From an optimization exercise on the open Yosys and OpenROAD flow, aimed at small area; shortcuts taken in it are not production practice. Only simulation tests tie the RTL to the original design; equivalence was not proved. Power and IR drop assume default switching activity.

[flow/run.sh]
#!/bin/bash
# Own layout flow: the standard flow (standard.sh), with two changes:
#  - synthesis runs the standard flow's synthesis script unchanged except that ABC maps
#    the combinational logic with an area-oriented script (flow/synth_area.tcl);
#  - port buffers use the smallest buffer (sky130_fd_sc_hd__buf_1).
# Each tool's output goes to the ORFS logs under orfs/logs; make's own output
# goes to flow_make.log here.
set -euo pipefail
W=$PWD
export AREA_ABC_SCRIPT=$W/flow/abc_a.script
export BUFFER_PORTS_ARGS="-buffer_cell sky130_fd_sc_hd__buf_1"
sed "s|SYNTH_SCRIPT=[^ ]*|SYNTH_SCRIPT=$W/flow/synth_area.tcl|" standard.sh > flow_standard.sh
bash flow_standard.sh finish > flow_make.log 2>&1
[flow/abc_a.script]
strash
&get -n
&fraig -x
&put
scorr
dc2
dretime
strash
&get -n
&dch -f
&nf -R 1000
&put
[flow/synth_area.tcl]
proc synth {args} { yosys synth -nofsm -noshare {*}$args }
proc abc {args} {
  set i [lsearch -exact $args -script]
  if { $i >= 0 && [info exists ::env(AREA_ABC_SCRIPT)] } {
    lset args [expr {$i + 1}] $::env(AREA_ABC_SCRIPT)
  }
  set j [lsearch -exact $args -D]
  if { $j >= 0 } { set args [lreplace $args $j [expr {$j + 1}]] }
  yosys abc {*}$args
}
if { [info exists ::env(NO_FA)] } { set ::env(ADDER_MAP_FILE) "" }
source $::env(SCRIPTS_DIR)/synth.tcl
# left out here: clear keep_hierarchy, flatten, clean up, hide names made inside functions, write 1_2_yosys.v
[standard.sh]
#!/bin/bash
# synth_recipe.tcl (not shown) runs the flow's synth.tcl, then flattens the netlist and writes it again
# the make line also repeats each setting of config.mk as NAME=value (left out here)
make -C /OpenROAD-flow-scripts/flow DESIGN_CONFIG=/design/flow/config.mk WORK_HOME=/design/flow/orfs CLKGATE_MAP_FILE= SYNTH_SCRIPT=/design/flow/synth_recipe.tcl "${@:-finish}"
[config.mk]
export PLATFORM = sky130hd
export DESIGN_NAME = cppemu_core
export DESIGN_NICKNAME = cppemu_core
export VERILOG_FILES = /design/flow/design.v
export SDC_FILE = /design/flow/constraint.sdc
export NUM_CORES = 4
export LEC_CHECK = 0
export CAP_MARGIN = 20
export CELL_PAD_IN_SITES_DETAIL_PLACEMENT = 1
export CORE_MARGIN = 2
export CORE_UTILIZATION = 40
export CTS_BUF_LIST = sky130_fd_sc_hd__clkbuf_16
export CTS_CLUSTER_DIAMETER = 80
export CTS_CLUSTER_SIZE = 30
export SLEW_MARGIN = 20
[constraint.sdc]
create_clock -name core_clock -period 12.0 [get_ports {clk}]
set_input_delay 2.4000 -clock core_clock [delete_from_list [all_inputs] [get_ports {clk}]]
set_output_delay 2.4000 -clock core_clock [all_outputs]
set_load 0.01 [all_outputs]
[design.v]
module cppemu_core (
    input  wire         clk,
    input  wire         rst,           
    input  wire         run,           
    input  wire [32:0]  prog_len,      
    output wire [31:0]  imem_addr,     
    input  wire [31:0]  imem_rdata,    
    input  wire         pl_we,         
    input  wire [4:0]   pl_sel,        
    input  wire [31:0]  pl_wdata,
    output wire [511:0] dbg_regs,      
    output wire [3:0]   dbg_nzcv,
    output wire         halted,
    output wire [2:0]   step_status,
    output wire [31:0]  step_index,
    output wire [31:0]  step_word
);
    reg [31:0] x [0:15];
    reg        flag_n, flag_z, flag_c, flag_v;
    reg        halted_q;
    reg        started;
    reg [2:0]  last_status;
    reg [31:0] last_index;
    reg [31:0] last_word;
    wire [31:0] pc = x[15];
    wire [31:0] w      = imem_rdata;
    wire [3:0]  cond   = w[31:28];
    wire        i_bit  = w[25];
    wire        op4    = w[24];
    wire [2:0]  opc3   = w[23:21];
    wire        s_bit  = w[20];
    wire [3:0]  rn     = w[19:16];
    wire [3:0]  rd     = w[15:12];
    wire [3:0]  rm     = w[3:0];
    wire dp_class = (cond != 4'hF) && (w[27:26] == 2'b00);
    wire is_and_r = dp_class && !i_bit && !op4 && (opc3 == 3'b000);
    wire is_add_r = dp_class && !i_bit && !op4 && (opc3 == 3'b100);
    wire is_adc_r = dp_class && !i_bit && !op4 && (opc3 == 3'b101);
    wire is_mov_r = dp_class && !i_bit &&  op4 && (opc3 == 3'b101);
    wire is_add_i = dp_class &&  i_bit && !op4 && (opc3 == 3'b100);
    wire is_mov_i = dp_class &&  i_bit &&  op4 && (opc3 == 3'b101);
    wire decoded  = is_and_r | is_add_r | is_adc_r | is_mov_r | is_add_i | is_mov_i;
    reg cond_pass;
    always @(*) begin
        case (cond)
            4'd0:    cond_pass = flag_z;
            4'd1:    cond_pass = !flag_z;
            4'd2:    cond_pass = flag_c;
            4'd3:    cond_pass = !flag_c;
            4'd4:    cond_pass = flag_n;
            4'd5:    cond_pass = !flag_n;
            4'd6:    cond_pass = flag_v;
            4'd7:    cond_pass = !flag_v;
            4'd8:    cond_pass = flag_c && !flag_z;
            4'd9:    cond_pass = !flag_c || flag_z;
            4'd10:   cond_pass = (flag_n == flag_v);
            4'd11:   cond_pass = (flag_n != flag_v);
            4'd12:   cond_pass = (flag_n == flag_v) && !flag_z;
            4'd13:   cond_pass = (flag_n != flag_v) || flag_z;
            default: cond_pass = 1'b1;
        endcase
    end
    wire [28:0] pc_hi1 = pc[31:3] + 29'd1;
    wire        pc_lo7 = &pc[2:0];
    wire [31:0] pc8    = {pc_hi1, pc[2:0]};
    wire [31:0] pc1    = {pc_lo7 ? pc_hi1 : pc[31:3], pc[2:0] + 3'd1};
    wire        sel_pc8 = opc3[2] & ~opc3[0];
    wire [31:0] r15_rd  = sel_pc8 ? pc8 : pc;
    reg [31:0] a_val, b_val;
    integer j;
    always @(*) begin
        a_val = 32'd0;
        b_val = 32'd0;
        for (j = 0; j < 15; j = j + 1) begin
            a_val = a_val | (x[j] & {32{rn == j}});
            b_val = b_val | (x[j] & {32{rm == j}});
        end
        a_val = a_val | (r15_rd & {32{rn == 4'd15}});
        b_val = b_val | (r15_rd & {32{rm == 4'd15}});
    end
    wire        live  = run & ~rst;
    wire        rd15  = (rd == 4'd15);
    wire        ka    = live & ~(i_bit & op4);
    wire        kand  = live & ~opc3[2];
    wire        kb    = live & ~i_bit & ~op4 & opc3[2];
    wire        ki    = live & i_bit;
    wire        kp    = ~run & ~rst;
    wire [31:0] op_a  = a_val & {32{ka}} & (b_val | {32{~kand}});
    wire [31:0] op_b  = (b_val & {32{kb}}) | ({20'd0, w[11:0]} & {32{ki}}) | (pl_wdata & {32{kp}});
    wire        is_adc = ~i_bit & ~op4 & opc3[0];
    wire        cin   = live & (is_adc ? flag_c : rd15);
    wire [32:0] sum   = {1'b0, op_a} + {1'b0, op_b} + {32'd0, cin};
    wire [31:0] res   = sum[31:0];
    wire        z_mid   = (res[30:1] == 30'd0);
    wire        res_z   = z_mid & ~res[31] & ~res[0];            
    wire        flag_nr = rd15 ? res[31] ^ (z_mid & ~res[0]) : res[31];
    wire        flag_zr = z_mid & ~res[31] & (res[0] == rd15);
    wire        flag_cr = rd15 ? sum[32] & ~res_z : sum[32];
    wire adc_r15 = rd15 || (rn == 4'd15) || (rm == 4'd15);
    wire exec    = decoded & cond_pass & ~(is_adc_r & adc_r15);
    wire set_nz  = exec & s_bit & ~is_mov_i;
    wire set_cv  = exec & s_bit & (is_add_r | is_add_i | is_adc_r);
    wire set_v0  = exec & s_bit & is_and_r;
    reg [2:0] status;
    always @(*) begin
        if (!decoded)                       status = 3'd3;
        else if (!cond_pass)                status = 3'd1;
        else if (is_adc_r & adc_r15)        status = 3'd2;
        else                                status = 3'd0;
    end
    wire in_range = ({1'b0, pc} < prog_len);
    wire step     = run & ~halted_q;
    wire step_ok  = step & in_range;
    wire do_pl    = ~run & ~started & pl_we;
    wire        wr15    = exec & rd15;
    wire [3:0] wr_idx = run ? rd : pl_sel[3:0];
    wire       wr_any = run ? step_ok & exec : do_pl & ~pl_sel[4];
    genvar g;
    generate
        for (g = 0; g < 15; g = g + 1) begin : g_rf
            wire we = rst | (wr_any & (wr_idx == g));
            always @(posedge clk)
                if (we) x[g] <= res;
        end
    endgenerate
    always @(posedge clk) begin
        if (rst | step_ok)
            x[15] <= (wr15 | rst) ? res : pc1;
        if (rst | step) begin
            last_index <= pc & {32{~rst}};
            last_word  <= w & {32{~rst & in_range}};
        end
    end
    always @(posedge clk) begin
        if (rst) begin
            flag_n      <= 1'b0;
            flag_z      <= 1'b0;
            flag_c      <= 1'b0;
            flag_v      <= 1'b0;
            halted_q    <= 1'b0;
            started     <= 1'b0;
            last_status <= 3'd7;
        end else if (step) begin
            started <= 1'b1;
            if (!in_range) begin
                halted_q    <= 1'b1;
                last_status <= 3'd5;
            end else begin
                last_status <= status;
                if (set_nz) begin
                    flag_n <= flag_nr;
                    flag_z <= flag_zr;
                end
                if (set_cv) begin
                    flag_c <= flag_cr;
                    flag_v <= flag_cr;
                end
                if (set_v0)
                    flag_v <= 1'b0;
            end
        end else if (do_pl && pl_sel == 5'd16) begin
            {flag_n, flag_z, flag_c, flag_v} <= pl_wdata[3:0];
        end
    end
    assign imem_addr = pc;
    generate
        for (g = 0; g < 16; g = g + 1) begin : g_dbg
            assign dbg_regs[32*g +: 32] = x[g];
        end
    endgenerate
    assign dbg_nzcv    = {flag_n, flag_z, flag_c, flag_v};
    assign halted      = halted_q;
    assign step_status = last_status;
    assign step_index  = last_index;
    assign step_word   = last_word;
endmodule
==> results of run 1 <==
==> cells in the mapped netlist (5+ instances only) <==
| cell | count | area, µm² |
|---|---|---|
| sky130_fd_sc_hd__a222oi_1 | 178 | 1780 |
| sky130_fd_sc_hd__and2_0 | 34 | 213 |
| sky130_fd_sc_hd__nand2_1 | 152 | 571 |
| sky130_fd_sc_hd__a221o_1 | 6 | 60.1 |
| sky130_fd_sc_hd__a211oi_1 | 12 | 90.1 |
| sky130_fd_sc_hd__o21ai_0 | 88 | 440 |
| sky130_fd_sc_hd__nor2b_1 | 40 | 250 |
| sky130_fd_sc_hd__buf_4 | 36 | 270 |
| sky130_fd_sc_hd__ha_1 | 65 | 813 |
| sky130_fd_sc_hd__or2_0 | 11 | 68.8 |
| sky130_fd_sc_hd__xnor2_1 | 21 | 184 |
| sky130_fd_sc_hd__dfxtp_1 | 9 | 180 |
| sky130_fd_sc_hd__edfxtp_1 | 576 | 17300 |
| sky130_fd_sc_hd__nand3_1 | 45 | 225 |
| sky130_fd_sc_hd__mux2_1 | 6 | 67.6 |
| sky130_fd_sc_hd__a21oi_1 | 128 | 641 |
| sky130_fd_sc_hd__and3_1 | 20 | 125 |
| sky130_fd_sc_hd__a22oi_1 | 130 | 976 |
| sky130_fd_sc_hd__xor2_1 | 31 | 272 |
| sky130_fd_sc_hd__mux2i_1 | 6 | 60.1 |
| sky130_fd_sc_hd__clkinv_1 | 42 | 158 |
| sky130_fd_sc_hd__nand4_1 | 55 | 344 |
| sky130_fd_sc_hd__nand2b_1 | 18 | 113 |
| sky130_fd_sc_hd__and4_1 | 5 | 43.8 |
| sky130_fd_sc_hd__nor2_1 | 134 | 503 |
| sky130_fd_sc_hd__a21o_1 | 22 | 165 |
| sky130_fd_sc_hd__nor3_1 | 31 | 155 |
| sky130_fd_sc_hd__nor4_1 | 8 | 50.1 |
| sky130_fd_sc_hd__a221oi_1 | 52 | 455 |
| sky130_fd_sc_hd__a31oi_1 | 14 | 87.6 |
| sky130_fd_sc_hd__a22o_1 | 31 | 272 |
| sky130_fd_sc_hd__a31o_1 | 15 | 131 |
==> sequential cells by signal, summed over array words and instances (netlist names) <==
name	count
started	1
flag_z	1
flag_c	1
last_word	32
last_status	3
last_index	32
x	512
halted_q	1
flag_v	1
flag_n	1
==> worst max-delay path, delay by kind of cell <==
| kind | cells | cell delay [ns] |
|---|---|---|
| adders and majority gates | 2 | 0.97 |
| xor gates and xnor gates | 1 | 0.18 |
| and+or+nand+nor | 10 | 3.08 |
| buffers and inverters | 2 | 0.60 |
| AOI/OAI and AO/OA | 21 | 4.75 |
==> metal layers <==
layer  wire length, µm  track usage  up-vias
li1                  -            -    10300
met5                13            0        -
met1             55500        0.544    13600
met2             70500        0.679     2744
met3             22400        0.140      706
met4             10500        0.221        2
==> how the worst min path moves through the flow <==
stage / start / cells past startpoint / to
after floorplan: started$_SDFFE_PP0P_ / 2 / started$_SDFFE_PP0P_
after global placement: last_status[2]$_SDFFE_PP1P_ / 2 / last_status[2]$_SDFFE_PP1P_
after detailed placement: started$_SDFFE_PP0P_ / 2 / started$_SDFFE_PP0P_
after CTS: started$_SDFFE_PP0P_ / 2 / started$_SDFFE_PP0P_
after global routing: last_status[1]$_SDFFE_PP1P_ / 2 / last_status[1]$_SDFFE_PP1P_
final: last_status[1]$_SDFFE_PP1P_ / 2 / last_status[1]$_SDFFE_PP1P_
==> kinds of logic (layout without fill, tap and decap cells) <==
kind of cell | after synthesis | count (layout) | share of synthesized area
buffers and inverters | 78 | 938 | 0.0156
DFF | 585 | 585 | 0.638
and+or+nand+nor | 562 | 563 | 0.0997
AOI/OAI and AO/OA | 699 | 699 | 0.193
xor gates and xnor gates | 52 | 52 | 0.0166
muxes | 13 | 13 | 0.00548
adders and majority gates | 67 | 67 | 0.0312
other | 0 | 2 | 0
==> cell type report <==
| class | count | area (µm²) |
|---|---|---|
| clock buffers | 36 | 901 |
| repair buffers | 831 | 3560 |
| inverters | 42 | 158 |
| flip-flops and latches | 585 | 17500 |
| fillers | 7291 | 34100 |
| clock inverters | 29 | 413 |
| well taps | 873 | 1090 |
| multi-input cells | 1394 | 9850 |
| diodes | 2 | 5.00 |
==> what timing repair did <==
action	CTS	global route
resized for setup	0	12
buffers inserted	0	2
endpoints found under the setup margin	0	4
==> where the power goes <==
part	total [mW]	leakage, nW	switching (mW)	internal, mW
clock	1.47	0.633	0.851	0.620
sequential	2.81	5.99	0.295	2.52
combinational	0.919	4.97	0.663	0.255
==> stage by stage <==
stage	TNS [ns]	setup slack, ns
after floorplan	0	0.616
after global placement	0	0.0896
after detailed placement	-1.74	-0.567
after CTS	0	0.0434
after global routing	0	0.136
final	0	0.509
==> flow_results.xml, run 1 <==
<?xml version="1.0" encoding="UTF-8"?>
<metrics>
  <group name="cells_and_area">
    <metric name="most-common-layout-cells" unit="">718 x sky130_fd_sc_hd__buf_1, 576 x sky130_fd_sc_hd__edfxtp_1, 178 x sky130_fd_sc_hd__a222oi_1, 152 x sky130_fd_sc_hd__nand2_1, 130 x sky130_fd_sc_hd__a22oi_1</metric>
    <metric name="finalCoreUtilization" unit="">0.496</metric>
    <metric name="mostFrequentLayoutCell" unit="">sky130_fd_sc_hd__buf_1</metric>
    <metric name="share_of_cells_above_drive_strength_1" unit="">0.0857</metric>
    <metric name="areaGrowthSynthToFinish" unit="%">22.2</metric>
    <metric name="finish.cell_count_without_fillers" unit="">3792</metric>
    <metric name="fin_area" unit="mm²">0.0335</metric>
    <metric name="final_nets" unit="">3063</metric>
  </group>
  <group name="route">
    <metric name="vias" unit="">27400</metric>
    <metric name="detailedRoute.firstIterationViolations" unit="">5991</metric>
    <metric name="remaining_drc_errors" unit="">0</metric>
    <metric name="avgRoutedWirePerCell" unit="µm">41.9</metric>
    <metric name="totalWireLength" unit="µm">159000</metric>
    <metric name="drtPass1Iterations" unit="">15</metric>
    <metric name="postRouteAntennaNets" unit="">0</metric>
    <metric name="post_drt_via_cell_ratio" unit="">7.23</metric>
  </group>
  <group name="power">
    <metric name="post_layout_power" unit="mW">5.20</metric>
    <metric name="vdd.ir_drop.worst" unit="mV">0.0905</metric>
    <metric name="powerDensity" unit="mW/mm²">155</metric>
    <metric name="power.leakage" unit="nW">11.6</metric>
  </group>
  <group name="synth">
    <metric name="synthCells" unit="">2056</metric>
    <metric name="postSynthRegisterBits" unit="">585</metric>
    <metric name="synth_enable_flop_cells" unit="">576</metric>
    <metric name="post_synth_instance_area" unit="mm²">0.0274</metric>
    <metric name="ys.flop_type" unit="">sky130_fd_sc_hd__edfxtp_1</metric>
    <metric name="postSynthAreaPerCell" unit="µm²">13.3</metric>
    <metric name="yosysSeqAreaShare" unit="">0.638</metric>
    <metric name="ys_types" unit="">51</metric>
    <metric name="synthArstFlopShare" unit="">0</metric>
    <metric name="yosysWarnings" unit="">2</metric>
    <metric name="post_synthesis_net_count" unit="">2229</metric>
  </group>
  <group name="sta">
    <metric name="setup-violations-final" unit="">0</metric>
    <metric name="timing.final.crit_period" unit="ns">11.49</metric>
    <metric name="timing_worst_slew_pin_value" unit="ns">1.01</metric>
    <metric name="fin_crit_sh" unit="">0.958</metric>
    <metric name="report.final.hold_viol_count" unit="">0</metric>
    <metric name="maxClockFrequency" unit="MHz">87.0</metric>
    <metric name="finClkSkew" unit="ns">0.0367</metric>
    <metric name="slew_headroom" unit="">0.328</metric>
    <metric name="hold_slack" unit="ns">0.487</metric>
    <metric name="rsz0062_at_grt" unit="">false</metric>
    <metric name="final-max-slew-violation-count" unit="">0</metric>
  </group>
  <group name="clock_network">
    <metric name="clkSlewWorstSetupHoldPaths" unit="ns">0.10</metric>
    <metric name="clock_insertion_delay_worst_skew" unit="ns">0.63</metric>
    <metric name="clock-root-buffer" unit="">sky130_fd_sc_hd__clkbuf_16</metric>
    <metric name="cts_tree" unit="">done</metric>
    <metric name="cts_max_path_buffers" unit="">3</metric>
    <metric name="post_cts_hold_buffer_count" unit="">0</metric>
    <metric name="number_of_h_tree_branching_levels" unit="">2</metric>
    <metric name="cts_num_sinks" unit="">585</metric>
    <metric name="tritoncts.num_buffers" unit="">36</metric>
  </group>
  <group name="worst_setup_path">
    <metric name="reg2reg_to" unit="">flag_v$_SDFFE_PP0P_</metric>
    <metric name="critical-path-slowest-cell" unit="">sky130_fd_sc_hd__nor2_4</metric>
    <metric name="timing.critical_path.slowest_cell_delay" unit="ns">0.67</metric>
    <metric name="crit_end" unit="">flag_v$_SDFFE_PP0P_</metric>
    <metric name="regToRegSetupSlack" unit="ns">2.87</metric>
    <metric name="timing.critical_path.to_type" unit="">flip-flop</metric>
    <metric name="worst-endpoint-arrival" unit="ns">11.98</metric>
    <metric name="start_kind" unit="">input pin</metric>
    <metric name="worstSetupStartpoint" unit="">imem_rdata[16]</metric>
    <metric name="worst_r2r_path_depth" unit="">35</metric>
    <metric name="critPathRequiredTime" unit="ns">12.49</metric>
    <metric name="path_max_fanout" unit="">17</metric>
    <metric name="worst_path_class_setup" unit="">input pin to flip-flop</metric>
    <metric name="rr_startpoint" unit="">x[15][0]$_DFFE_PP_</metric>
  </group>
  <group name="grt">
    <metric name="first_pass_grt_wire_length" unit="µm">216000</metric>
    <metric name="first_global_vias" unit="">27100</metric>
    <metric name="grt_antenna_before_repair" unit="">3</metric>
    <metric name="grt-ovfl-total" unit="">0</metric>
    <metric name="grt_usage" unit="">0.435</metric>
    <metric name="maximum_number_of_pins_on_one_net_before_global_route_repair" unit="">66</metric>
  </group>
  <group name="placement">
    <metric name="post-place-cells" unit="">3722</metric>
    <metric name="placedInstanceArea" unit="mm²">0.0320</metric>
    <metric name="place.gp.congestion" unit="">0.954</metric>
    <metric name="hpwlAfterDp" unit="µm">111000</metric>
    <metric name="port-buffer-count" unit="">721</metric>
  </group>
  <group name="die">
    <metric name="die_w" unit="µm">266</metric>
    <metric name="dieHeight" unit="µm">266</metric>
    <metric name="core_region_area" unit="mm²">0.0675</metric>
    <metric name="die_area" unit="mm²">0.0706</metric>
    <metric name="std_cell_rows" unit="">95</metric>
    <metric name="floorplan.initialDensity" unit="">0.406</metric>
    <metric name="boundaryPins" unit="">722</metric>
  </group>
  <group name="min_path">
    <metric name="min-delay-path-class" unit="">flip-flop to flip-flop</metric>
  </group>
  <group name="run">
    <metric name="drv_cap" unit="">0</metric>
  </group>
  <group name="run_status">
    <metric name="outcome" unit="">timing/DRC/antenna clean</metric>
  </group>
</metrics>
==> run 2: changes to the inputs <==
--- a/design.v
+++ b/design.v
@@ -93,7 +93,7 @@
     wire [31:0] res   = sum[31:0];
-    wire        z_mid   = (res[30:1] == 30'd0);
-    wire        res_z   = z_mid & ~res[31] & ~res[0];            
-    wire        flag_nr = rd15 ? res[31] ^ (z_mid & ~res[0]) : res[31];
-    wire        flag_zr = z_mid & ~res[31] & (res[0] == rd15);
-    wire        flag_cr = rd15 ? sum[32] & ~res_z : sum[32];
+    wire [31:0] prop    = op_a ^ op_b;
+    wire        prop_lo = &prop[30:0];
+    wire        flag_nr = res[31] ^ (rd15 & prop_lo);
+    wire        flag_zr = (res[31:1] == 31'd0) & (res[0] == rd15);
+    wire        flag_cr = sum[32] & ~(rd15 & prop_lo & prop[31]);
     wire adc_r15 = rd15 || (rn == 4'd15) || (rm == 4'd15);
@@ -120,14 +120,18 @@
         for (g = 0; g < 15; g = g + 1) begin : g_rf
-            wire we = rst | (wr_any & (wr_idx == g));
+            wire we = wr_any & (wr_idx == g);
+            wire hold = ~we & ~rst;
             always @(posedge clk)
-                if (we) x[g] <= res;
+                x[g] <= (res & {32{we}}) | (x[g] & {32{hold}});
         end
     endgenerate
+    wire h15  = ~rst & ~step_ok;           
+    wire s15r = rst | (step_ok & wr15);    
+    wire s15p = ~rst & step_ok & ~wr15;    
+    wire hst  = ~rst & ~step;              
+    wire sidx = ~rst & step;               
+    wire swrd = ~rst & step & in_range;    
     always @(posedge clk) begin
-        if (rst | step_ok)
-            x[15] <= (wr15 | rst) ? res : pc1;
-        if (rst | step) begin
-            last_index <= pc & {32{~rst}};
-            last_word  <= w & {32{~rst & in_range}};
-        end
+        x[15]      <= (res & {32{s15r}}) | (pc1 & {32{s15p}}) | (pc & {32{h15}});
+        last_index <= (pc & {32{sidx}}) | (last_index & {32{hst}});
+        last_word  <= (w & {32{swrd}}) | (last_word & {32{hst}});
     end
==> flow/run.sh (replaced) <==
#!/bin/bash
# Own layout flow: the standard flow (standard.sh), with these changes:
#  - synthesis runs the standard flow's synthesis script unchanged except that ABC maps
#    the combinational logic with an area-oriented script (flow/synth_area.tcl);
#  - port buffers use the smallest buffer (sky130_fd_sc_hd__buf_1);
#  - clock tree synthesis clusters up to 16 sinks per clkbuf_8 and adds no
#    dummy load cells;
#  - global routing leaves more room on met1/met2 (flow/fastroute.tcl).
# Each tool's output goes to the ORFS logs under orfs/logs; make's own output
# goes to flow_make.log here.
set -euo pipefail
W=$PWD
export AREA_ABC_SCRIPT=$W/flow/abc_a.script
export BUFFER_PORTS_ARGS="-buffer_cell sky130_fd_sc_hd__buf_1"
export FASTROUTE_TCL=$W/flow/fastroute.tcl
export CTS_ARGS="-sink_clustering_enable -repair_clock_nets -sink_clustering_size 16 -sink_clustering_max_diameter 50 -buf_list sky130_fd_sc_hd__clkbuf_8 -dont_use_dummy_load"
sed "s|SYNTH_SCRIPT=[^ ]*|SYNTH_SCRIPT=$W/flow/synth_area.tcl|" standard.sh > flow_standard.sh
bash flow_standard.sh finish > flow_make.log 2>&1
--- a/flow/abc_a.script
+++ b/flow/abc_a.script
@@ -12 +12,6 @@
 &put
+strash
+&get -n
+&dch -f
+&nf -R 1000
+&put
==> flow/fastroute.tcl (new file) <==
# Global routing layers as the platform's fastroute.tcl, with less room left
# on met1 and met2 so that the global router moves wiring up to met3/met4.
set_global_routing_layer_adjustment $::env(MIN_ROUTING_LAYER)-$::env(MAX_ROUTING_LAYER) 0.1
set_global_routing_layer_adjustment met1 0.4
set_global_routing_layer_adjustment met2 0.3

set_routing_layers -clock $::env(MIN_CLK_ROUTING_LAYER)-$::env(MAX_ROUTING_LAYER)
set_routing_layers -signal $::env(MIN_ROUTING_LAYER)-$::env(MAX_ROUTING_LAYER)
==> config.mk (replaced) <==
export PLATFORM = sky130hd
export DESIGN_NAME = cppemu_core
export DESIGN_NICKNAME = cppemu_core
export VERILOG_FILES = /design/flow/design.v
export SDC_FILE = /design/flow/constraint.sdc
export NUM_CORES = 4
export LEC_CHECK = 0
export CAP_MARGIN = 10
export CELL_PAD_IN_SITES_DETAIL_PLACEMENT = 1
export CORE_MARGIN = 2
export CORE_UTILIZATION = 40
export SETUP_SLACK_MARGIN = 0.1
export SLEW_MARGIN = 10
==> flow_results.xml, run 2 <==
<?xml version="1.0" encoding="UTF-8"?>
<metrics>
  <group name="grt">
    <metric name="first_global_vias" unit="">34600</metric>
    <metric name="maximum_number_of_pins_on_one_net_before_global_route_repair" unit="">60</metric>
    <metric name="grt_usage" unit="">0.562</metric>
    <metric name="grt_antenna_before_repair" unit="">17</metric>
    <metric name="first_pass_grt_wire_length" unit="µm">252000</metric>
    <metric name="grt-ovfl-total" unit="">0</metric>
  </group>
  <group name="worst_setup_path">
    <metric name="reg2reg_to" unit="">flag_z$_SDFFE_PP0P_</metric>
    <metric name="regToRegSetupSlack" unit="ns">4.36</metric>
    <metric name="worst_r2r_path_depth" unit="">36</metric>
    <metric name="worst_path_class_setup" unit="">input pin to flip-flop</metric>
    <metric name="cell_repeated_most_along_the_worst_path" unit="">sky130_fd_sc_hd__nor2_1</metric>
    <metric name="crit_family" unit="">compound AO/OA/AOI/OAI gates</metric>
    <metric name="critPathRequiredTime" unit="ns">12.59</metric>
    <metric name="timing.critical_path.buf_inv" unit="">3</metric>
    <metric name="rr_startpoint" unit="">x[15][4]$_DFF_P_</metric>
    <metric name="timing.critical_path.slowest_cell_delay" unit="ns">0.59</metric>
    <metric name="worst-endpoint-arrival" unit="ns">10.54</metric>
    <metric name="critical-path-slowest-cell" unit="">sky130_fd_sc_hd__a2111oi_0</metric>
    <metric name="path_max_fanout" unit="">17</metric>
    <metric name="start_kind" unit="">input pin</metric>
    <metric name="timing.critical_path.to_type" unit="">flip-flop</metric>
  </group>
  <group name="power">
    <metric name="switching_power_summed_over_all_nets" unit="mW">1.20</metric>
    <metric name="powerDensity" unit="mW/mm²">118</metric>
    <metric name="power.leakage" unit="nW">11.6</metric>
    <metric name="intPower" unit="mW">2.61</metric>
    <metric name="post_layout_power" unit="mW">3.81</metric>
    <metric name="sw_frac_of_total" unit="">0.314</metric>
    <metric name="pwr-share-clk" unit="">0.325</metric>
    <metric name="pwr-share-comb" unit="">0.138</metric>
    <metric name="vdd.ir_drop.worst" unit="mV">0.0711</metric>
    <metric name="seqPwrFrac" unit="">0.537</metric>
  </group>
  <group name="synth">
    <metric name="synthArstFlopShare" unit="">0</metric>
    <metric name="yosysWarnings" unit="">2</metric>
    <metric name="ys_types" unit="">50</metric>
    <metric name="yosysSeqAreaShare" unit="">0.444</metric>
    <metric name="ys.flop_type" unit="">sky130_fd_sc_hd__dfxtp_1</metric>
    <metric name="post_synth_instance_area" unit="mm²">0.0264</metric>
    <metric name="synth_top_cell_by_area" unit="">sky130_fd_sc_hd__dfxtp_1</metric>
    <metric name="ys_top_cells_by_count" unit="">585 x sky130_fd_sc_hd__dfxtp_1, 574 x sky130_fd_sc_hd__a22o_1, 191 x sky130_fd_sc_hd__a222oi_1, 163 x sky130_fd_sc_hd__nand2_1, 155 x sky130_fd_sc_hd__nor2_1</metric>
    <metric name="synthCells" unit="">2605</metric>
    <metric name="yosys.cell_count.top_type" unit="">sky130_fd_sc_hd__dfxtp_1</metric>
    <metric name="synth_enable_flop_cells" unit="">0</metric>
    <metric name="post_synthesis_net_count" unit="">2779</metric>
    <metric name="synth.area.top_cells" unit="">sky130_fd_sc_hd__dfxtp_1 44%, sky130_fd_sc_hd__a22o_1 19%, sky130_fd_sc_hd__a222oi_1 7.3%</metric>
    <metric name="postSynthRegisterBits" unit="">585</metric>
    <metric name="synthDominantCellAreaShare" unit="">0.444</metric>
    <metric name="postSynthAreaPerCell" unit="µm²">10.1</metric>
  </group>
  <group name="run">
    <metric name="drv_cap" unit="">0</metric>
  </group>
  <group name="min_path">
    <metric name="holdPathStages" unit="">1</metric>
    <metric name="holdCritStartpoint" unit="">last_word[26]$_DFF_P_</metric>
    <metric name="min-delay-path-class" unit="">flip-flop to flip-flop</metric>
    <metric name="worst_hold_path.endpoint" unit="">last_word[26]$_DFF_P_</metric>
  </group>
  <group name="clock_network">
    <metric name="clock-root-buffer" unit="">sky130_fd_sc_hd__clkbuf_8</metric>
    <metric name="cts_tree" unit="">done</metric>
    <metric name="post_cts_hold_buffer_count" unit="">0</metric>
    <metric name="post_cts_resize_count" unit="">0</metric>
    <metric name="clock_insertion_delay_worst_skew" unit="ns">0.73</metric>
    <metric name="number_of_h_tree_branching_levels" unit="">3</metric>
    <metric name="tritoncts.num_buffers" unit="">69</metric>
    <metric name="post_cts_repair_timing_setup_buffer_count" unit="">0</metric>
    <metric name="cts_max_path_buffers" unit="">3</metric>
    <metric name="cts_num_sinks" unit="">585</metric>
    <metric name="clkSlewWorstSetupHoldPaths" unit="ns">0.05</metric>
  </group>
  <group name="sta">
    <metric name="rsz0062_at_grt" unit="">false</metric>
    <metric name="report.final.hold_viol_count" unit="">0</metric>
    <metric name="fin_crit_sh" unit="">0.829</metric>
    <metric name="maxClockFrequency" unit="MHz">100</metric>
    <metric name="slew_headroom" unit="">0.104</metric>
    <metric name="fin_tns_setup" unit="ns">0</metric>
    <metric name="finClkSkew" unit="ns">0.0966</metric>
    <metric name="setup-violations-final" unit="">0</metric>
    <metric name="timing.final.crit_period" unit="ns">9.95</metric>
    <metric name="final-max-slew-violation-count" unit="">0</metric>
    <metric name="timing_worst_slew_pin_value" unit="ns">1.34</metric>
  </group>
  <group name="cells_and_area">
    <metric name="share_of_cells_above_drive_strength_1" unit="">0.0779</metric>
    <metric name="flip_flop_count_of_the_largest_register_all_copies_and_words_added" unit="">512</metric>
    <metric name="final_nets" unit="">3654</metric>
    <metric name="areaGrowthSynthToFinish" unit="%">22.6</metric>
    <metric name="most-common-layout-cells" unit="">720 x sky130_fd_sc_hd__buf_1, 585 x sky130_fd_sc_hd__dfxtp_1, 574 x sky130_fd_sc_hd__a22o_1, 191 x sky130_fd_sc_hd__a222oi_1, 163 x sky130_fd_sc_hd__nand2_1</metric>
    <metric name="fillers" unit="">7679</metric>
    <metric name="ff_latch_area" unit="mm²">0.0117</metric>
    <metric name="multiInputGateArea" unit="mm²">0.0148</metric>
    <metric name="layout_top_registers" unit="">x (512), last_index (32), last_word (32)</metric>
    <metric name="mostFrequentLayoutCell" unit="">sky130_fd_sc_hd__buf_1</metric>
    <metric name="biggest_register" unit="">x</metric>
  </group>
  <group name="route">
    <metric name="postRouteAntennaNets" unit="">0</metric>
    <metric name="vias" unit="">33300</metric>
    <metric name="remaining_drc_errors" unit="">0</metric>
    <metric name="totalWireLength" unit="µm">183000</metric>
    <metric name="detailedRoute.firstIterationViolations" unit="">4701</metric>
    <metric name="avgRoutedWirePerCell" unit="µm">42.1</metric>
    <metric name="drtPass1Iterations" unit="">13</metric>
    <metric name="post_drt_via_cell_ratio" unit="">7.64</metric>
  </group>
  <group name="die">
    <metric name="floorplan.initialDensity" unit="">0.403</metric>
    <metric name="std_cell_rows" unit="">94</metric>
    <metric name="die_w" unit="µm">261</metric>
    <metric name="core_region_area" unit="mm²">0.0655</metric>
    <metric name="die_area" unit="mm²">0.0680</metric>
    <metric name="dieHeight" unit="µm">261</metric>
    <metric name="boundaryPins" unit="">722</metric>
  </group>
  <group name="placement">
    <metric name="place.gp.congestion" unit="">1.04</metric>
    <metric name="port-buffer-count" unit="">721</metric>
    <metric name="hpwlAfterDp" unit="µm">125000</metric>
  </group>
  <group name="run_status">
    <metric name="outcome" unit="">timing/DRC/antenna clean</metric>
  </group>
</metrics>
-- run 2: cell count changes after synthesis, sizes merged, moves of 18 or more --
| cell | change |
|---|---|
| dfxtp | +576 |
| edfxtp | -576 |
| a22o | +543 |
| and2 | -32 |
| nor2b | -32 |
| nand3 | +31 |
| nor2 | +21 |
| o21ai | +19 |
| a221o | +18 |
-- run 2: worst max path at each step --
stage	from	endpoint	slack, ns	cells past startpoint
2_1_floorplan	imem_rdata[1]	flag_n$_SDFFE_PP0P_	1.67	35
5_1_grt	imem_rdata[0]	flag_z$_SDFFE_PP0P_	1.48	35
3_3_place_gp	imem_rdata[2]	flag_z$_SDFFE_PP0P_	1.64	35
4_1_cts	imem_rdata[2]	flag_z$_SDFFE_PP0P_	2.15	35
3_5_place_dp	imem_rdata[2]	flag_z$_SDFFE_PP0P_	1.51	35
6_report	imem_rdata[2]	flag_z$_SDFFE_PP0P_	2.05	35
-- run 2: per-stage QoR --
step | hold slack [ns] | setup WS (ns) | std cells | utilization | cell area (µm²)
finish | 0.475 | 2.05 | 4355 | 0.493 | 32300
global route | 0.497 | 1.48 | 4347 | 0.493 | 32300
CTS | 0.481 | 2.15 | 4342 | 0.493 | 32300
detailed placement | 0.464 | 1.51 | 4273 | 0.478 | 31300
global placement | 0.459 | 1.64 | 4273 | 0.478 | 31300
floorplan | 0.441 | 1.67 | 2605 | - | 26400
-- run 2: logic make-up after synthesis --
logic type | synth area share
fa+ha+maj | 0.0328
simple gates | 0.0949
xor+xnor | 0.0176
mux | 0.00441
flops | 0.444
compound gates | 0.390
buf+inv | 0.0161
-- run 2: worst reg2reg max path, delay by kind of cell (launching register included) --
| kind | cells | cell delay [ns] |
|---|---|---|
| and+or+nand+nor | 16 | 1.82 |
| AOI/OAI and AO/OA | 14 | 3.34 |
| buffers and inverters | 2 | 0.41 |
| DFF | 1 | 0.77 |
| xor gates and xnor gates | 2 | 0.30 |
| adders and majority gates | 2 | 0.85 |
-- run 2: power groups by stage --
stage	logic (mW)	clock network, mW	registers [mW]
after floorplan	0.222	0	2.07
after global placement	0.479	0	2.08
after detailed placement	0.491	0	2.08
after CTS	0.493	1.23	2.04
after global routing	0.538	1.30	2.05
final	0.524	1.24	2.05
-- run 2: routing by layer --
layer / vias up / GRT usage / share of wire
met5: - / 0.00926 / 0.00021
met4: 6 / 0.422 / 0.099
met3: 1185 / 0.335 / 0.17
met2: 3359 / 0.798 / 0.39
met1: 16000 / 0.700 / 0.33
li1: 12700 / - / -
-- run 2: layout make-up --
cell class                      count  area share
Multi-Input combinational cell   1943       0.458
Timing Repair Buffer              840       0.111
Tap cell                          864      0.0334
Clock buffer                       69      0.0294
Antenna cell                       13     0.00101
Sequential cell                   585       0.362
Inverter                           41     0.00476
==> run 3: changes to the inputs <==
--- a/config.mk
+++ b/config.mk
@@ -10,3 +10,3 @@
 export CORE_MARGIN = 2
-export CORE_UTILIZATION = 40
+export CORE_UTILIZATION = 45
 export SETUP_SLACK_MARGIN = 0.1
==> flow_results.xml, run 3 <==
<?xml version="1.0" encoding="UTF-8"?>
<metrics>
  <group name="run_status">
    <metric name="outcome" unit="">timing/DRC/antenna clean</metric>
  </group>
  <group name="power">
    <metric name="vdd.ir_drop.worst" unit="mV">0.0927</metric>
    <metric name="post_layout_power" unit="mW">3.72</metric>
    <metric name="powerDensity" unit="mW/mm²">116</metric>
    <metric name="power.leakage" unit="nW">11.5</metric>
  </group>
  <group name="synth">
    <metric name="ys.flop_type" unit="">sky130_fd_sc_hd__dfxtp_1</metric>
    <metric name="post_synthesis_net_count" unit="">2779</metric>
    <metric name="synth.area.top_cells" unit="">sky130_fd_sc_hd__dfxtp_1 44%, sky130_fd_sc_hd__a22o_1 19%, sky130_fd_sc_hd__a222oi_1 7.3%</metric>
    <metric name="post_synth_instance_area" unit="mm²">0.0264</metric>
    <metric name="synthCells" unit="">2605</metric>
    <metric name="postSynthAreaPerCell" unit="µm²">10.1</metric>
    <metric name="ys_top_cells_by_count" unit="">585 x sky130_fd_sc_hd__dfxtp_1, 574 x sky130_fd_sc_hd__a22o_1, 191 x sky130_fd_sc_hd__a222oi_1, 163 x sky130_fd_sc_hd__nand2_1, 155 x sky130_fd_sc_hd__nor2_1</metric>
    <metric name="postSynthRegisterBits" unit="">585</metric>
    <metric name="synth_top_cell_by_area" unit="">sky130_fd_sc_hd__dfxtp_1</metric>
    <metric name="synth_enable_flop_cells" unit="">0</metric>
    <metric name="ys_types" unit="">50</metric>
    <metric name="yosys.cell_count.top_type" unit="">sky130_fd_sc_hd__dfxtp_1</metric>
    <metric name="yosysSeqAreaShare" unit="">0.444</metric>
    <metric name="yosysWarnings" unit="">2</metric>
    <metric name="synthDominantCellAreaShare" unit="">0.444</metric>
    <metric name="synthArstFlopShare" unit="">0</metric>
  </group>
  <group name="route">
    <metric name="vias" unit="">33900</metric>
    <metric name="postRouteAntennaNets" unit="">0</metric>
    <metric name="detailedRoute.firstIterationViolations" unit="">5426</metric>
    <metric name="drtPass1Iterations" unit="">15</metric>
    <metric name="remaining_drc_errors" unit="">0</metric>
    <metric name="avgRoutedWirePerCell" unit="µm">43.3</metric>
    <metric name="totalWireLength" unit="µm">184000</metric>
    <metric name="post_drt_via_cell_ratio" unit="">8.00</metric>
  </group>
  <group name="worst_setup_path">
    <metric name="crit_family" unit="">compound AO/OA/AOI/OAI gates</metric>
    <metric name="cell_repeated_most_along_the_worst_path" unit="">sky130_fd_sc_hd__nor2_1</metric>
    <metric name="start_kind" unit="">input pin</metric>
    <metric name="critPathRequiredTime" unit="ns">12.72</metric>
    <metric name="path_max_fanout" unit="">17</metric>
    <metric name="worst-endpoint-arrival" unit="ns">10.91</metric>
    <metric name="critical-path-slowest-cell" unit="">sky130_fd_sc_hd__a2111oi_0</metric>
    <metric name="worst_path_class_setup" unit="">input pin to flip-flop</metric>
    <metric name="timing.critical_path.to_type" unit="">flip-flop</metric>
    <metric name="timing.critical_path.buf_inv" unit="">2</metric>
    <metric name="timing.critical_path.slowest_cell_delay" unit="ns">0.62</metric>
    <metric name="regToRegSetupSlack" unit="ns">4.25</metric>
    <metric name="worstSetupStartpoint" unit="">imem_rdata[0]</metric>
    <metric name="reg2reg_to" unit="">flag_z$_SDFFE_PP0P_</metric>
    <metric name="rr_startpoint" unit="">x[11][0]$_DFF_P_</metric>
    <metric name="worst_r2r_path_depth" unit="">31</metric>
  </group>
  <group name="sta">
    <metric name="final-max-slew-violation-count" unit="">0</metric>
    <metric name="timing_worst_slew_pin_value" unit="ns">1.25</metric>
    <metric name="maxClockFrequency" unit="MHz">98.2</metric>
    <metric name="fin_crit_sh" unit="">0.849</metric>
    <metric name="setup-violations-final" unit="">0</metric>
    <metric name="slew_headroom" unit="">0.164</metric>
    <metric name="rsz0062_at_grt" unit="">false</metric>
    <metric name="worst_slack" unit="ns">1.81</metric>
    <metric name="finClkSkew" unit="ns">0.117</metric>
    <metric name="report.final.hold_viol_count" unit="">0</metric>
    <metric name="fin_tns_setup" unit="ns">0</metric>
    <metric name="timing.final.crit_period" unit="ns">10.19</metric>
  </group>
  <group name="die">
    <metric name="std_cell_rows" unit="">88</metric>
    <metric name="floorplan.initialDensity" unit="">0.456</metric>
    <metric name="boundaryPins" unit="">722</metric>
    <metric name="core_region_area" unit="mm²">0.0578</metric>
    <metric name="dieHeight" unit="µm">246</metric>
    <metric name="die_area" unit="mm²">0.0606</metric>
    <metric name="die_w" unit="µm">246</metric>
  </group>
  <group name="grt">
    <metric name="grt_usage" unit="">0.636</metric>
    <metric name="maximum_number_of_pins_on_one_net_before_global_route_repair" unit="">57</metric>
    <metric name="grt_antenna_before_repair" unit="">13</metric>
    <metric name="grt-ovfl-total" unit="">0</metric>
    <metric name="first_pass_grt_wire_length" unit="µm">256000</metric>
    <metric name="first_global_vias" unit="">36000</metric>
  </group>
  <group name="cells_and_area">
    <metric name="areaGrowthSynthToFinish" unit="%">21.5</metric>
    <metric name="most-common-layout-cells" unit="">720 x sky130_fd_sc_hd__buf_1, 585 x sky130_fd_sc_hd__dfxtp_1, 574 x sky130_fd_sc_hd__a22o_1, 191 x sky130_fd_sc_hd__a222oi_1, 163 x sky130_fd_sc_hd__nand2_1</metric>
    <metric name="fillers" unit="">6780</metric>
    <metric name="finalCoreUtilization" unit="">0.554</metric>
    <metric name="layout_top_registers" unit="">x (512), last_index (32), last_word (32)</metric>
    <metric name="flip_flop_count_of_the_largest_register_all_copies_and_words_added" unit="">512</metric>
    <metric name="final_nets" unit="">3638</metric>
    <metric name="mostFrequentLayoutCell" unit="">sky130_fd_sc_hd__buf_1</metric>
    <metric name="biggest_register" unit="">x</metric>
    <metric name="multiInputGateArea" unit="mm²">0.0148</metric>
    <metric name="share_of_cells_above_drive_strength_1" unit="">0.0745</metric>
    <metric name="ff_latch_area" unit="mm²">0.0117</metric>
  </group>
  <group name="clock_network">
    <metric name="clock_insertion_delay_worst_skew" unit="ns">0.81</metric>
    <metric name="tritoncts.num_buffers" unit="">59</metric>
    <metric name="cts_max_path_buffers" unit="">3</metric>
    <metric name="number_of_h_tree_branching_levels" unit="">2</metric>
    <metric name="cts_num_sinks" unit="">585</metric>
    <metric name="cts_tree" unit="">done</metric>
    <metric name="post_cts_resize_count" unit="">0</metric>
    <metric name="post_cts_repair_timing_setup_buffer_count" unit="">0</metric>
    <metric name="clock-root-buffer" unit="">sky130_fd_sc_hd__clkbuf_8</metric>
    <metric name="clkSlewWorstSetupHoldPaths" unit="ns">0.10</metric>
    <metric name="post_cts_hold_buffer_count" unit="">0</metric>
  </group>
  <group name="min_path">
    <metric name="holdCritStartpoint" unit="">last_word[14]$_DFF_P_</metric>
    <metric name="holdPathStages" unit="">1</metric>
    <metric name="min-delay-path-class" unit="">flip-flop to flip-flop</metric>
    <metric name="worst_hold_path.endpoint" unit="">last_word[14]$_DFF_P_</metric>
  </group>
  <group name="placement">
    <metric name="dpl_worst_slack" unit="ns">0.952</metric>
    <metric name="hpwlAfterDp" unit="µm">122000</metric>
    <metric name="place.gp.congestion" unit="">1.06</metric>
    <metric name="port-buffer-count" unit="">721</metric>
  </group>
  <group name="run">
    <metric name="drv_cap" unit="">0</metric>
  </group>
</metrics>
[run 3: cell count changes in the layout (fill, tap and decap cells not counted), sizes merged]
cell    change
clkbuf     -10
diode       -3
buf         -6
[run 3: logic make-up after synthesis]
group | after synthesis | share of synthesized area
mux | 10 | 0.00441
simple gates | 545 | 0.0949
compound gates | 1267 | 0.390
xor+xnor | 53 | 0.0176
fa+ha+maj | 68 | 0.0328
buf+inv | 77 | 0.0161
flops | 585 | 0.444
[run 3: layout make-up]
| cell class | instances | share of cell area |
|---|---|---|
| diodes | 10 | 0.000781 |
| clock buffers | 59 | 0.0253 |
| multi-input cells | 1943 | 0.463 |
| flip-flops and latches | 585 | 0.365 |
| inverters | 41 | 0.00480 |
| repair buffers | 834 | 0.111 |
| well taps | 765 | 0.0299 |
[run 3: how the worst max path moves through the flow]
stage | endpoint | slack, ns | cells past startpoint
2_1_floorplan | flag_n$_SDFFE_PP0P_ | 1.67 | 35
3_3_place_gp | flag_z$_SDFFE_PP0P_ | 1.29 | 35
3_5_place_dp | flag_z$_SDFFE_PP0P_ | 0.95 | 35
4_1_cts | flag_z$_SDFFE_PP0P_ | 1.72 | 35
5_1_grt | flag_z$_SDFFE_PP0P_ | 1.26 | 35
6_report | flag_z$_SDFFE_PP0P_ | 1.81 | 35
[run 3: power breakdown]
| part | total (mW) | internal, mW | switching (mW) |
|---|---|---|---|
| logic | 0.531 | 0.128 | 0.403 |
| registers | 2.04 | 1.97 | 0.0675 |
| clock network | 1.14 | 0.433 | 0.711 |
| total | 3.72 | 2.53 | 1.18 |
[run 3: worst reg2reg max path, delay by kind of cell, from the launching register on]
kind	cells	cell delay (ns)
xor+xnor	1	0.28
simple gates	15	2.34
fa+ha+maj	2	1.01
flops	1	0.47
compound gates	13	3.65
[run 3: metal layers]
layer	track usage	wire length [µm]
met1	0.731	56900
met2	0.850	69200
met3	0.432	35000
met4	0.572	22200
met5	0.0547	378
[run 3: stage by stage]
stage	std cells	hold slack (ns)	instance area [µm²]
after floorplan	2605	0.441	26400
after global placement	4166	0.455	31200
after detailed placement	4167	0.462	31200
after CTS	4226	0.488	32000
after global routing	4231	0.506	32000
final	4237	0.485	32000

==> port drivers added, routing unchanged <==
How much do the figures lean on ideal ports? The routed layouts below were timed once more, with nothing changed but the port constraints.
Step 1: set_driving_cell puts a clkbuf_16 on clk and a buf_2 on each other input, an assumption about the parent block.
Step 2 times the ports against the registers' clock, not the clock port: input delays grow and output delays shrink by t, the midpoint of the rising clock arrivals with the driver on.
Slacks: ideal ports / drivers / drivers and shift; pairs: ideal ports / drivers.
run	t (ns)	slack for setup (ns)	cell pins on the clock port's net
run 1	0.683	0.509 / 0.548 / -0.135	1
run 2	0.752	2.047 / 2.059 / 1.306	1
run 3	0.816	1.814 / 1.848 / 1.032	1
With both steps, setup timing fails in run 1, where it was met with ideal ports. For run 3, which loses most, drivers alone change the setup slack by +0.034 ns; drivers and shift together by -0.782 ns.
